Context: an optimization exercise on an open-source flow, tuned for small area. The choices shown serve that exercise and are no tape-out recipe. Only simulation tests tie the RTL to the original design; equivalence was not proved. Power is estimated from default activity; no workload was simulated.

== job 101 ==
// reefmon_core
module reefmon_core (
    input  wire        clk,
    input  wire        rst,
    input  wire        ev_valid,
    input  wire [2:0]  ev_type,
    input  wire [7:0]  ev_data,
    output wire        rd_valid,
    output wire [7:0]  rd_data,
    input  wire        clr_err,
    input  wire        en_we,
    input  wire        en_val,
    input  wire        pub_valid,
    input  wire [15:0] pub_raw,
    input  wire [15:0] pub_hum_t,
    input  wire [15:0] pub_hum_h,
    input  wire [15:0] pub_depth,
    output wire        error,
    output wire [63:0] channels,
    input  wire        tick_us,
    input  wire        ow_start,
    input  wire        ow_in,
    output wire        ow_drive_low,
    output wire        ow_busy,
    output wire        ow_done,
    output wire        ow_ok,
    output wire [15:0] ow_raw,
    output wire [7:0]  ow_int,
    output wire [15:0] ow_frac
);
    reefmon_bus u_bus (
        .clk       (clk),
        .rst       (rst),
        .ev_valid  (ev_valid),
        .ev_type   (ev_type),
        .ev_data   (ev_data),
  ...
export LEC_CHECK = 0
export CAP_MARGIN = 20
export CORE_MARGIN = 2
export CORE_UTILIZATION = 60
export SLEW_MARGIN = 20
create_clock -name core_clock -period 10.0 [get_ports {clk}]
standard.sh (not shown) runs the stock make flow with config.mk's settings and CLKGATE_MAP_FILE= SYNTH_SCRIPT=/design/flow/synth_recipe.tcl, a recipe that flattens the netlist after the stock synthesis.
==> flow/flow/run.sh <==
#!/bin/bash
# Layout flow: the standard flow (standard.sh), with three changes that
# only affect how the same registers are laid out:
#  1. after the standard synthesis, the logic between the registers is
#     re-mapped for area (ABC's area mapper, six rounds, area.abc), and the
#     load/hold/reset logic in front of plain flip-flops is rebuilt as a22o
#     cells (a22o_rewrite.py); the registers, their names and cell types are
#     kept as the standard synthesis made them;
#  2. the port buffers use the smallest buffer cell;
#  3. the clock tree uses small sink clusters of clkbuf_4 and no dummy loads.
# Each tool writes its full output to a log file in this folder.
set -euo pipefail
export BUFFER_PORTS_ARGS="-buffer_cell sky130_fd_sc_hd__buf_1"
export CTS_ARGS="-sink_clustering_enable -repair_clock_nets -dont_use_dummy_load -buf_list sky130_fd_sc_hd__clkbuf_4 -sink_clustering_size 8 -sink_clustering_max_diameter 40"

bash standard.sh synth > synth.log 2>&1

R=$PWD/orfs/results/sky130hd/reefmon_core/base
LIB=$FLOW_HOME/platforms/sky130hd/lib/sky130_fd_sc_hd__tt_025C_1v80.lib
DONT_USE=$(awk '/^export DONT_USE_CELLS/ {f=1} f {print; if ($0 !~ /\\$/) exit}' $FLOW_HOME/platforms/sky130hd/config.mk \
           | tr -s ' \t\\' '\n' | grep '^sky130' | sed 's/^/-dont_use /' | tr '\n' ' ')
cp $R/1_2_yosys.v standard_synth.v
cat > reopt.ys <<EOS
read_liberty -ignore_miss_func $LIB
read_verilog standard_synth.v
hierarchy -top $FLOW_TOP
# registers (and the tie cell) stay as they are; the logic cells become gates
blackbox sky130_fd_sc_hd__dfxtp_1 sky130_fd_sc_hd__edfxtp_1 sky130_fd_sc_hd__conb_1
flatten
rename -hide w:* i:* %d o:* %d
opt_clean -purge
abc -liberty $LIB $DONT_USE -script $PWD/flow/area.abc
opt_clean -purge
write_verilog -noattr -noexpr -nohex -nodec reopt1.v
EOS
yosys -s reopt.ys > reopt.log 2>&1

# load/hold/reset logic in front of plain flip-flops as a22o cells
python3 flow/a22o_rewrite.py $LIB reopt1.v reopt2.v > a22o_rewrite.log 2>&1

cat > finish_netlist.ys <<EOS
read_liberty -lib $LIB
read_verilog reopt2.v
hierarchy -top $FLOW_TOP
opt_clean -purge
hilomap -singleton -hicell sky130_fd_sc_hd__conb_1 HI -locell sky130_fd_sc_hd__conb_1 LO
splitnets
opt_clean -purge
insbuf -buf sky130_fd_sc_hd__buf_4 A X
tee -o reopt_stat.txt stat -liberty $LIB
write_verilog -noattr -noexpr -nohex -nodec reopt.v
EOS
yosys -s finish_netlist.ys > finish_netlist.log 2>&1

# a register the standard synthesis made must not be lost or renamed
grep -oE 'sky130_fd_sc_hd__e?dfxtp_1 +[^ ]+' standard_synth.v | sort > regs_std.txt
grep -oE 'sky130_fd_sc_hd__e?dfxtp_1 +[^ ]+' reopt.v | sort > regs_reopt.txt
cmp regs_std.txt regs_reopt.txt

# the re-mapped netlist must do what the standard synthesis's does (registers
# paired by name); if the proof fails, lay out the standard netlist instead
cat > equiv.ys <<EOS
read_liberty -ignore_miss_func $LIB
read_verilog standard_synth.v
rename $FLOW_TOP gold
read_verilog reopt.v
rename $FLOW_TOP gate
flatten gold gate
opt_clean
equiv_make gold gate eq
hierarchy -top eq
equiv_simple -seq 2
equiv_induct
equiv_status -assert
EOS
if yosys -s equiv.ys > equiv.log 2>&1; then
  cp reopt.v $R/1_2_yosys.v
else
  echo "re-mapped netlist not proven equivalent: using the standard one" >> equiv.log
  cp standard_synth.v $R/1_2_yosys.v
fi
rm -f $R/1_synth.odb $R/1_synth.sdc
bash standard.sh > standard.log 2>&1
Other scripts of this flow, unchanged in this note and not shown: flow/flow/a22o_rewrite.py, flow/flow/area.abc
Job 101: done, clean on timing, DRC and antenna
## Diff of input files: job 102 against job 101
Settings: changing CORE_UTILIZATION from 60 to 75.
diff --git a/flow/flow/run.sh b/flow/flow/run.sh
--- a/flow/flow/run.sh
+++ b/flow/flow/run.sh
@@ -13,3 +13,3 @@
 export BUFFER_PORTS_ARGS="-buffer_cell sky130_fd_sc_hd__buf_1"
-export CTS_ARGS="-sink_clustering_enable -repair_clock_nets -dont_use_dummy_load -buf_list sky130_fd_sc_hd__clkbuf_4 -sink_clustering_size 8 -sink_clustering_max_diameter 40"
+export CTS_ARGS="-sink_clustering_enable -repair_clock_nets -dont_use_dummy_load -buf_list sky130_fd_sc_hd__clkbuf_4 -sink_clustering_size 10 -sink_clustering_max_diameter 50"
 
Wire: job 102 routes less than job 101
Fraction of cell area in non-clock buffers essentially unchanged between job 101 and job 102.
Setup WNS job 101 -> job 102: better
The following lists how job 103 was set up differently from job 102:
Settings: CORE_UTILIZATION: 75 -> 60.
diff --git a/flow/flow/run.sh b/flow/flow/run.sh
--- a/flow/flow/run.sh
+++ b/flow/flow/run.sh
@@ -9,3 +9,3 @@
 #  2. the port buffers use the smallest buffer cell;
-#  3. the clock tree uses small sink clusters of clkbuf_4 and no dummy loads.
+#  3. the clock tree uses sink clusters of clkbuf_8 and no dummy loads.
 # Each tool writes its full output to a log file in this folder.
@@ -13,3 +13,3 @@
 export BUFFER_PORTS_ARGS="-buffer_cell sky130_fd_sc_hd__buf_1"
-export CTS_ARGS="-sink_clustering_enable -repair_clock_nets -dont_use_dummy_load -buf_list sky130_fd_sc_hd__clkbuf_4 -sink_clustering_size 10 -sink_clustering_max_diameter 50"
+export CTS_ARGS="-sink_clustering_enable -repair_clock_nets -dont_use_dummy_load -buf_list {sky130_fd_sc_hd__clkbuf_4 sky130_fd_sc_hd__clkbuf_8} -sink_clustering_size 10 -sink_clustering_max_diameter 50"
 
## What came out
- Job 103 vs. job 102: share of the cycle needed by the critical path after routing saw an increase; total iterations of the first detailed-routing run saw an increase; count of placed standard cells including taps saw an increase; area overhead of the layout relative to synthesis saw an increase.
- Changes observed in job 103 relative to job 102: fraction of cell area in non-clock buffers shrank by 0.19 points, flip-flop and latch share of the layout cell area shrank by 1.2 points.
Setup changes, job 103 to job 104
diff --git a/flow/flow/run.sh b/flow/flow/run.sh
--- a/flow/flow/run.sh
+++ b/flow/flow/run.sh
@@ -13,3 +13,3 @@
 export BUFFER_PORTS_ARGS="-buffer_cell sky130_fd_sc_hd__buf_1"
-export CTS_ARGS="-sink_clustering_enable -repair_clock_nets -dont_use_dummy_load -buf_list {sky130_fd_sc_hd__clkbuf_4 sky130_fd_sc_hd__clkbuf_8} -sink_clustering_size 10 -sink_clustering_max_diameter 50"
+export CTS_ARGS="-sink_clustering_enable -repair_clock_nets -dont_use_dummy_load -buf_list sky130_fd_sc_hd__clkbuf_8 -sink_clustering_size 16 -sink_clustering_max_diameter 80"
 
Findings:
- Job 103 -> job 104: post-route antenna net violation count delta 0, exact match
- Delta (job 104 minus job 103): proportion of power drawn by flip-flops and latches now larger; final standard cell area without fillers decreased by about 1.1% relative to the old numbers; clock network fraction of design power down 3.8 points; worst setup slack after layout decreased by 0.0065 ns relative to the old numbers.
- After synthesis and placement, the instance count of job 104 is below that of job 103.
- Of job 103 and job 104, the run reporting the lower detailed-route wire length was job 104.
- Between job 103 and job 104, design internal power decreased.
- Job 104 vs job 103: final critical-path required period up
- Going from job 103 to job 104, worst hold slack grows by 0.028 ns.
#### Input delta (job 105 over job 104)
diff --git a/flow/flow/run.sh b/flow/flow/run.sh
--- a/flow/flow/run.sh
+++ b/flow/flow/run.sh
@@ -13,3 +13,3 @@
 export BUFFER_PORTS_ARGS="-buffer_cell sky130_fd_sc_hd__buf_1"
-export CTS_ARGS="-sink_clustering_enable -repair_clock_nets -dont_use_dummy_load -buf_list sky130_fd_sc_hd__clkbuf_8 -sink_clustering_size 16 -sink_clustering_max_diameter 80"
+export CTS_ARGS="-sink_clustering_enable -repair_clock_nets -dont_use_dummy_load -buf_list sky130_fd_sc_hd__clkbuf_4 -sink_clustering_size 10 -sink_clustering_max_diameter 50"
 
==> comparison <==
- Across job 105 and job 104, the outcome is the same: a clean finish for every run.
- Going from job 104 to job 105, clock skew shrinks by 0.0069 ns.
- Per the comparison of job 105 with job 104, global routing usage on met3 now smaller; clock latency on the worst-skew pair now larger; share of cells above drive strength 1 now larger.
- Global routing usage summed across all routing layers of job 105 is on par with job 104.
- Final cell count for job 105: 0.82% up relative to job 104
- Relative contribution of the clock network to total power in job 105 vs job 104: down 2.2 points
- Setup slack, job 105 and job 104: larger value in job 104
- Job 105 against job 104: wire length on met1 shows a reduction of about 0.3%, share of the clock period used by the worst path after layout rose by 1.4 points, total power moved down.

[static timing again, ports no longer ideal]
Ports are ideal in the flow. The routed layouts listed here were re-timed in OpenROAD. Step 1: set_driving_cell puts a clkbuf_16 on clk and a buf_2 on each other input, an assumption about the parent block. Step 2, shift: input delay + t, output delay - t, t = (earliest + latest rising clock arrival at the registers) / 2. This alone moves slack from input paths to output paths. a / b / c = ideal / step 1 / step 2; a / b = the first two.
| run | shift t [ns] | slack for setup (ns) | hold WS [ns] | worst slew at a driven data input, ns | pins driven straight from the clock port |
|---|---|---|---|---|---|
| job 101 | 0.655 | 4.291 / 4.252 / 4.907 | 0.443 / 0.443 / 0.443 | 0.08 | 1 |
| job 102 | 0.675 | 4.814 / 4.774 / 5.103 | 0.466 / 0.466 / 0.466 | 0.06 | 1 |
| job 103 | 0.573 | 4.370 / 4.332 / 4.904 | 0.427 / 0.427 / 0.427 | 0.08 | 1 |
| job 104 | 0.532 | 4.364 / 4.326 / 4.858 | 0.455 / 0.455 / 0.455 | 0.08 | 1 |
| job 105 | 0.678 | 4.225 / 4.186 / 4.865 | 0.428 / 0.428 / 0.428 | 0.07 | 1 |
After both steps setup and hold are still met in every run listed.
